Context: an optimization exercise on an open-source flow, tuned for small area, a short achievable clock period and few clock cycles per item. The choices shown serve that exercise and are no tape-out recipe.
Only the layout flow was run in this run; the RTL was not checked for function there.

### config.mk
export PLATFORM = sky130hd
export DESIGN_NAME = spuc_correlator
export DESIGN_NICKNAME = spuc_correlator
export VERILOG_FILES = /design/flow/design.v
export SDC_FILE = /design/flow/constraint.sdc
export NUM_CORES = 8
export LEC_CHECK = 0
export CAP_MARGIN = 20
export CORE_MARGIN = 2
export CORE_UTILIZATION = 30
export SLEW_MARGIN = 20
### constraint.sdc
create_clock -name core_clock -period 66.0 [get_ports {clk}]
set_input_delay 13.2000 -clock core_clock [delete_from_list [all_inputs] [get_ports {clk}]]
set_output_delay 13.2000 -clock core_clock [all_outputs]
set_load 0.01 [all_outputs]
### design.v
module spuc_fmul (
    input  wire [63:0] a,
    input  wire [63:0] b,
    output reg  [63:0] y
);
    localparam [63:0] QNAN = 64'h7FF8000000000000;
    wire        sa = a[63];
    wire        sb = b[63];
    wire [10:0] ea = a[62:52];
    wire [10:0] eb = b[62:52];
    wire [51:0] fa = a[51:0];
    wire [51:0] fb = b[51:0];
    wire a_nan  = (ea == 11'h7FF) && (fa != 0);
    wire b_nan  = (eb == 11'h7FF) && (fb != 0);
    wire a_inf  = (ea == 11'h7FF) && (fa == 0);
    wire b_inf  = (eb == 11'h7FF) && (fb == 0);
    wire a_zero = (ea == 0) && (fa == 0);
    wire b_zero = (eb == 0) && (fb == 0);
    wire        sy = sa ^ sb;
    wire [52:0] ma = {(ea != 0), fa};
    wire [52:0] mb = {(eb != 0), fb};
    wire [12:0] xa = (ea == 0) ? 13'd1 : {2'b00, ea};
    wire [12:0] xb = (eb == 0) ? 13'd1 : {2'b00, eb};
    wire [105:0] prod = ma * mb;
    reg  [6:0]   lz;
    reg  [105:0] pn;
    reg  signed [13:0] e;        
    reg  [12:0]  rsh;            
    reg  [213:0] wide;           
    reg  [106:0] ps;             
    reg  [52:0]  mant;
    reg          g, st, rnd;
    reg  [63:0]  res;
    integer      i;
    always @* begin
        lz = 7'd0;
        for (i = 0; i <= 105; i = i + 1)
            if (prod[i]) lz = 7'd105 - i[6:0];
        pn = prod << lz;
        e  = $signed({1'b0, xa}) + $signed({1'b0, xb}) - 14'sd1022 - $signed({7'b0, lz});
        if (e < 14'sd1) rsh = 13'd1 - e[12:0];
        else            rsh = 13'd0;
        if (rsh > 13'd127) rsh = 13'd127;
        wide = {pn, 108'd0} >> rsh[6:0];
        ps   = {wide[213:108], |wide[107:0]};
        mant = ps[106:54];
        g    = ps[53];
        st   = |ps[52:0];
        rnd  = g & (st | mant[0]);
        if (e < 14'sd1)
            res = {1'b0, 11'd0, mant[51:0]} + {63'd0, rnd};
        else
            res = {1'b0, e[10:0], mant[51:0]} + {63'd0, rnd};
        if (a_nan || b_nan || (a_inf && b_zero) || (a_zero && b_inf))
            y = QNAN;
        else if (a_inf || b_inf)
            y = {sy, 11'h7FF, 52'd0};
        else if (a_zero || b_zero)
            y = {sy, 63'd0};
        else if (e > 14'sd2046)
            y = {sy, 11'h7FF, 52'd0};
        else
            y = {sy, res[62:0]};
    end
endmodule
module spuc_fadd (
    input  wire [63:0] a,
    input  wire [63:0] b,
    output reg  [63:0] y
);
    localparam [63:0] QNAN = 64'h7FF8000000000000;
    wire a_nan = (a[62:52] == 11'h7FF) && (a[51:0] != 0);
    wire b_nan = (b[62:52] == 11'h7FF) && (b[51:0] != 0);
    wire a_inf = (a[62:52] == 11'h7FF) && (a[51:0] == 0);
    wire b_inf = (b[62:52] == 11'h7FF) && (b[51:0] == 0);
    wire        swap = b[62:0] > a[62:0];
    wire [63:0] p    = swap ? b : a;
    wire [63:0] q    = swap ? a : b;
    wire        sp = p[63];
    wire        sq = q[63];
    wire [10:0] ep = (p[62:52] == 0) ? 11'd1 : p[62:52];
    wire [10:0] eq = (q[62:52] == 0) ? 11'd1 : q[62:52];
    wire [52:0] mp = {(p[62:52] != 0), p[51:0]};
    wire [52:0] mq = {(q[62:52] != 0), q[51:0]};
    wire        sub = sp ^ sq;
    wire [10:0] d   = ep - eq;
    reg  [6:0]   dc;
    reg  [120:0] qw;            
    reg  [56:0]  pal, qal, sum;
    reg  [5:0]   lz;
    reg  [56:0]  sn;
    reg  signed [12:0] e;
    reg  [11:0]  rsh;
    reg  [120:0] wide;
    reg  [57:0]  ss;            
    reg  [52:0]  mant;
    reg          g, st, rnd;
    reg  [63:0]  res;
    integer      i;
    always @* begin
        dc    = (d > 11'd63) ? 7'd63 : d[6:0];
        pal   = {1'b0, mp, 3'b000};
        qw    = {1'b0, mq, 3'b000, 64'd0} >> dc;
        qal = {qw[120:65], qw[64] | (|qw[63:0])};
        sum   = sub ? (pal - qal) : (pal + qal);
        lz = 6'd0;
        for (i = 0; i <= 56; i = i + 1)
            if (sum[i]) lz = 6'd56 - i[5:0];
        sn = sum << lz;
        e  = $signed({2'b00, ep}) + 13'sd1 - $signed({7'b0, lz});
        if (e < 13'sd1) rsh = 12'd1 - e[11:0];
        else            rsh = 12'd0;
        if (rsh > 12'd63) rsh = 12'd63;
        wide = {sn, 64'd0} >> rsh[5:0];
        ss   = {wide[120:64], |wide[63:0]};
        mant = ss[57:5];
        g    = ss[4];
        st   = |ss[3:0];
        rnd  = g & (st | mant[0]);
        if (e < 13'sd1)
            res = {1'b0, 11'd0, mant[51:0]} + {63'd0, rnd};
        else
            res = {1'b0, e[10:0], mant[51:0]} + {63'd0, rnd};
        if (a_nan || b_nan || (a_inf && b_inf && (a[63] != b[63])))
            y = QNAN;
        else if (a_inf)
            y = a;
        else if (b_inf)
            y = b;
        else if (sum == 0)
            y = {sub ? 1'b0 : sp, 63'd0};
        else if (e > 13'sd2046)
            y = {sp, 11'h7FF, 52'd0};
        else
            y = {sp, res[62:0]};
    end
endmodule
module spuc_correlator (
    input  wire        clk,
    input  wire        rst,
    input  wire        in_valid,
    output wire        in_ready,
    input  wire [63:0] in_ref,
    input  wire [63:0] in_x,
    input  wire        in_neg,
    input  wire        in_last,
    output reg         out_valid,
    input  wire        out_ready,
    output reg  [63:0] out_corr,
    output reg         out_bit
);
    reg  [63:0] acc;
    wire [63:0] desp = {in_x[63] ^ in_neg, in_x[62:0]};
    wire [63:0] prod;
    wire [63:0] sum;
    spuc_fmul u_mul (.a(in_ref), .b(desp), .y(prod));
    spuc_fadd u_add (.a(acc),    .b(prod), .y(sum));
    wire sum_nan = (sum[62:52] == 11'h7FF) && (sum[51:0] != 0);
    wire sum_gt0 = !sum[63] && (sum[62:0] != 0) && !sum_nan;
    assign in_ready = !out_valid || out_ready;
    wire accept = in_valid && in_ready;
    always @(posedge clk) begin
        if (rst) begin
            acc       <= 64'd0;
            out_valid <= 1'b0;
            out_corr  <= 64'd0;
            out_bit   <= 1'b0;
        end else begin
            if (out_valid && out_ready)
                out_valid <= 1'b0;
            if (accept) begin
                if (in_last) begin
                    acc       <= 64'd0;
                    out_valid <= 1'b1;
                    out_corr  <= sum;
                    out_bit   <= sum_gt0;
                end else begin
                    acc <= sum;
                end
            end
        end
    end
endmodule
### run.sh
#!/bin/bash
# synth_recipe.tcl (not shown) runs the flow's synth.tcl, then flattens the netlist and writes it again
# the make line also repeats each setting of config.mk as NAME=value (left out here)
make -C /OpenROAD-flow-scripts/flow DESIGN_CONFIG=/design/flow/config.mk WORK_HOME=/design/flow/orfs CLKGATE_MAP_FILE= SYNTH_SCRIPT=/design/flow/synth_recipe.tcl finish
==> impl_metrics.csv <==
group,metric,value,unit
yosys,synth.cell_area,0.1623,mm2
clock_network,holdBufCountCts,0,
floorplanning,die_height,739.5,um
layout,layout.nets,25827,
timing,max_clock_freq,15.73,MHz
timing,finalSetupViolCount,0,
worst_setup_path,endpoint,"out_bit",
flow_run,maxCapViolations,0,
yosys,synth_cells,21000,
detailed_routing,first_pass_iters,8,
detailed_routing,ant_nets,0,
global_route,grt_max_degree,165,
timing,clock_skew,13.32,ps
timing,rsz0062_at_grt,"no",
worst_setup_path,r2r_slack,38490,ps
floorplanning,die_area,0.5468,mm2
worst_setup_path,path_class,"primary input to flip-flop",
clock_network,root_buffer,"clkbuf_16",
floorplanning,rows,270,
worst_hold_path,min_path_type,"flip-flop to flip-flop",
timing,relSlewSlack,7.102,%
yosys,syn_nets,24450,
yosys,yosysMostFrequentCell,"and2_1",
worst_setup_path,cp.arrival,63940,ps
yosys,ys_seq_area_share,1.604,%
worst_setup_path,cpPeakStageDelay,1030,ps
global_route,grt_use_total,34.82,%
yosys,yosys.area.top_type,"fa_1",
yosys,ys.flop_type,"dfxtp_1",
layout,drive_above_1_share,14.64,%
clock_network,cts_resized,0,
worst_setup_path,cpMaxStageDelayCell,"nor4_2",
worst_setup_path,end_kind,"flip-flop",
yosys,yosys.area.top_type_share,32.23,%
timing,slew_violations,0,
detailed_routing,drc,0,
yosys,ys_seq_elements,130,
clock_network,cts_buffer_depth,2,
clock_network,clock-sinks,130,
clock_network,post-cts-setup-buffers,0,
global_route,overflow,0,
worst_setup_path,crit_top_cell,"buf_4",
worst_setup_path,worst_setup_path_start_kind,"primary input",
worst_setup_path,reg2reg_to,"out_bit",
yosys,ys_async_sr_fraction,0,%
clock_network,clkSlewWorstSetupHoldPaths,70,ps
place,dp_hpwl,807700,um
yosys,yosysWarnings,3,
worst_setup_path,cp_max_fo,27,
outcome,outcome,"timing/DRC/antenna clean",
global_route,grt_pass1_vias,178626,
timing,post-route-min-period,63580,ps
clock_network,cts.htree.levels,4,
floorplanning,initial_core_util,30.06,%
timing,finalCritPeriodShare,96.34,%
detailed_routing,wl_per_cell,33.15,um
timing,worst_pin_slew,1385,ps
detailed_routing,vias,181391,
yosys,synth_edf_count,0,
floorplanning,die_x,739.5,um
worst_setup_path,startpoint,"in_ref[56]",
yosys,netlist_top_cells_count,"and2_1, inv_1, fa_1, nand2_1, nor2_1",
place,io_buffers,200,
clock_network,cts_tree,"built",
worst_setup_path,r2r_cells,141,
yosys,synth_area_leaders,"fa_1, and2_1, inv_1",
global_route,grt_pass1_wl,1387000,um
layout,finalCoreUtilization,34.99,%
detailed_routing,avgViaCountPerCell,6.116,
yosys,ys_types,127,
clock_network,clk_latency,440,ps
worst_setup_path,cp_data_required_time,66360,ps
global_route,antenna_found_initial,80,
detailed_routing,wl,983200,um
layout,area_growth,16.40,%
timing,finalHoldViolCount,0,
clock_network,cts_buffers,17,
yosys,syn_avg_cell_area,7.728,um2
floorplanning,io-pin-count,201,
floorplanning,core-area,0.5398,mm2
place,gp_congestion,1.130,
worst_setup_path,r2r-start,"acc[1]",
detailed_routing,drt_iter0_drc,25575,
timing,fin_tns_setup,0,ps
cells by family after synthesis:
group / Yosys count / synth area share, %
AO/OA/AOI/OAI: 4904 / 21.27
XOR/XNOR: 287 / 1.554
adder cells (fa/ha/maj): 3316 / 37.65
buffers and inverters: 4231 / 10.09
flip-flops: 130 / 1.604
multiplexers: 276 / 1.887
AND/OR/NAND/NOR: 7856 / 25.95
stage by stage:
step / setup slack (ps) / hold WS, ps / std cells / cell area (um2)
CTS: 4034 / 455.3 / 29594 / 188600
finish: 2418 / 455.4 / 29657 / 188900
detailed placement: 3764 / 446.8 / 29562 / 188100
global placement: 2653 / 441.1 / 29554 / 187900
global route: 713.6 / 475.0 / 29604 / 188800
floorplan: 7987 / 476.1 / 21000 / 162300
worst min-delay path by stage:
stage,start,to,cells past startpoint
6_report,out_corr[23],out_corr[23],2
3_5_place_dp,out_corr[61],out_corr[61],2
2_1_floorplan,out_corr[52],out_corr[52],2
4_1_cts,out_corr[61],out_corr[61],2
5_1_grt,out_corr[5],out_corr[5],2
3_3_place_gp,out_corr[23],out_corr[23],2
critical path: cells and delay by family:
kind / cells / cell delay (ps)
fa+ha+maj: 18 / 7190
buf+inv: 30 / 5650
simple gates: 57 / 16430
xor+xnor: 4 / 950
compound gates: 85 / 19450
mux: 5 / 850
layer usage:
metal	GRT usage, %	routed length [um]
met1	48.55	415900
met4	14.88	53450
met2	49.86	397400
met5	0.1310	415
met3	9.926	116000
cell type report:
class | count | area, um2
antenna | 59 | 147.6
clock buffer | 17 | 425.4
clock inverter | 15 | 143.9
fill | 57664 | 350900
inverter | 2762 | 10380
multi-input combinational | 16639 | 144400
sequential | 130 | 2603
tap | 7208 | 9019
timing repair buffer | 2827 | 21750
layout by cell type (no fill, tap or decap), types with 92 or more instances in the layout:
| master | Yosys | routed |
|---|---|---|
| dfxtp_1 | 130 | 130 |
| nand2b_1 | 98 | 98 |
| nand4_1 | 273 | 273 |
| a211oi_1 | 277 | 263 |
| nor4_1 | 246 | 231 |
| xnor2_1 | 198 | 192 |
| o2111ai_1 | 139 | 138 |
| o21ai_0 | 713 | 667 |
| clkdlybuf4s50_1 | 0 | 95 |
| a22oi_1 | 166 | 165 |
| o22ai_1 | 160 | 159 |
| a21o_1 | 193 | 193 |
| buf_2 | 137 | 101 |
| fa_1 | 2613 | 2613 |
| mux2i_1 | 200 | 199 |
| ha_1 | 703 | 701 |
| o221ai_1 | 96 | 92 |
| inv_1 | 2747 | 2747 |
| nor3_1 | 536 | 513 |
| o211ai_1 | 275 | 275 |
| nand2_1 | 1287 | 1281 |
| a31oi_1 | 215 | 213 |
| and3_1 | 149 | 149 |
| o21ai_1 | 101 | 126 |
| a21oi_1 | 992 | 987 |
| buf_4 | 33 | 2585 |
| or3_1 | 143 | 143 |
| or2_2 | 99 | 99 |
| nand3_1 | 616 | 611 |
| a221oi_1 | 134 | 131 |
| nor2_1 | 1229 | 1193 |
| and2_1 | 2826 | 2824 |
| o31ai_1 | 120 | 118 |
state kept, by name, indices dropped and copies added (netlist names):
signal     flops
out_bit        1
out_corr      64
acc           64
out_valid      1

-- re-timing with driven ports --
Ports are ideal in the flow. The routed layout listed here was re-timed in OpenROAD. Step 1 assumes that a clkbuf_16 drives the clock port and a buf_2 every other input. Step 2 also shifts input and output timing later by t, the mid clock arrival at the registers, as if the neighbouring blocks saw the same clock. a / b / c = ideal ports / drivers / drivers and shift; a / b = the first two.
shift t [ns]: 0.485
setup slack, ns: 2.418 / 2.454 / 1.969
worst slew at a driven data input, ns: 0.12
After both steps this run still meets setup and hold. For this run, drivers alone change the setup slack by +0.036 ns; drivers and shift together by -0.449 ns.
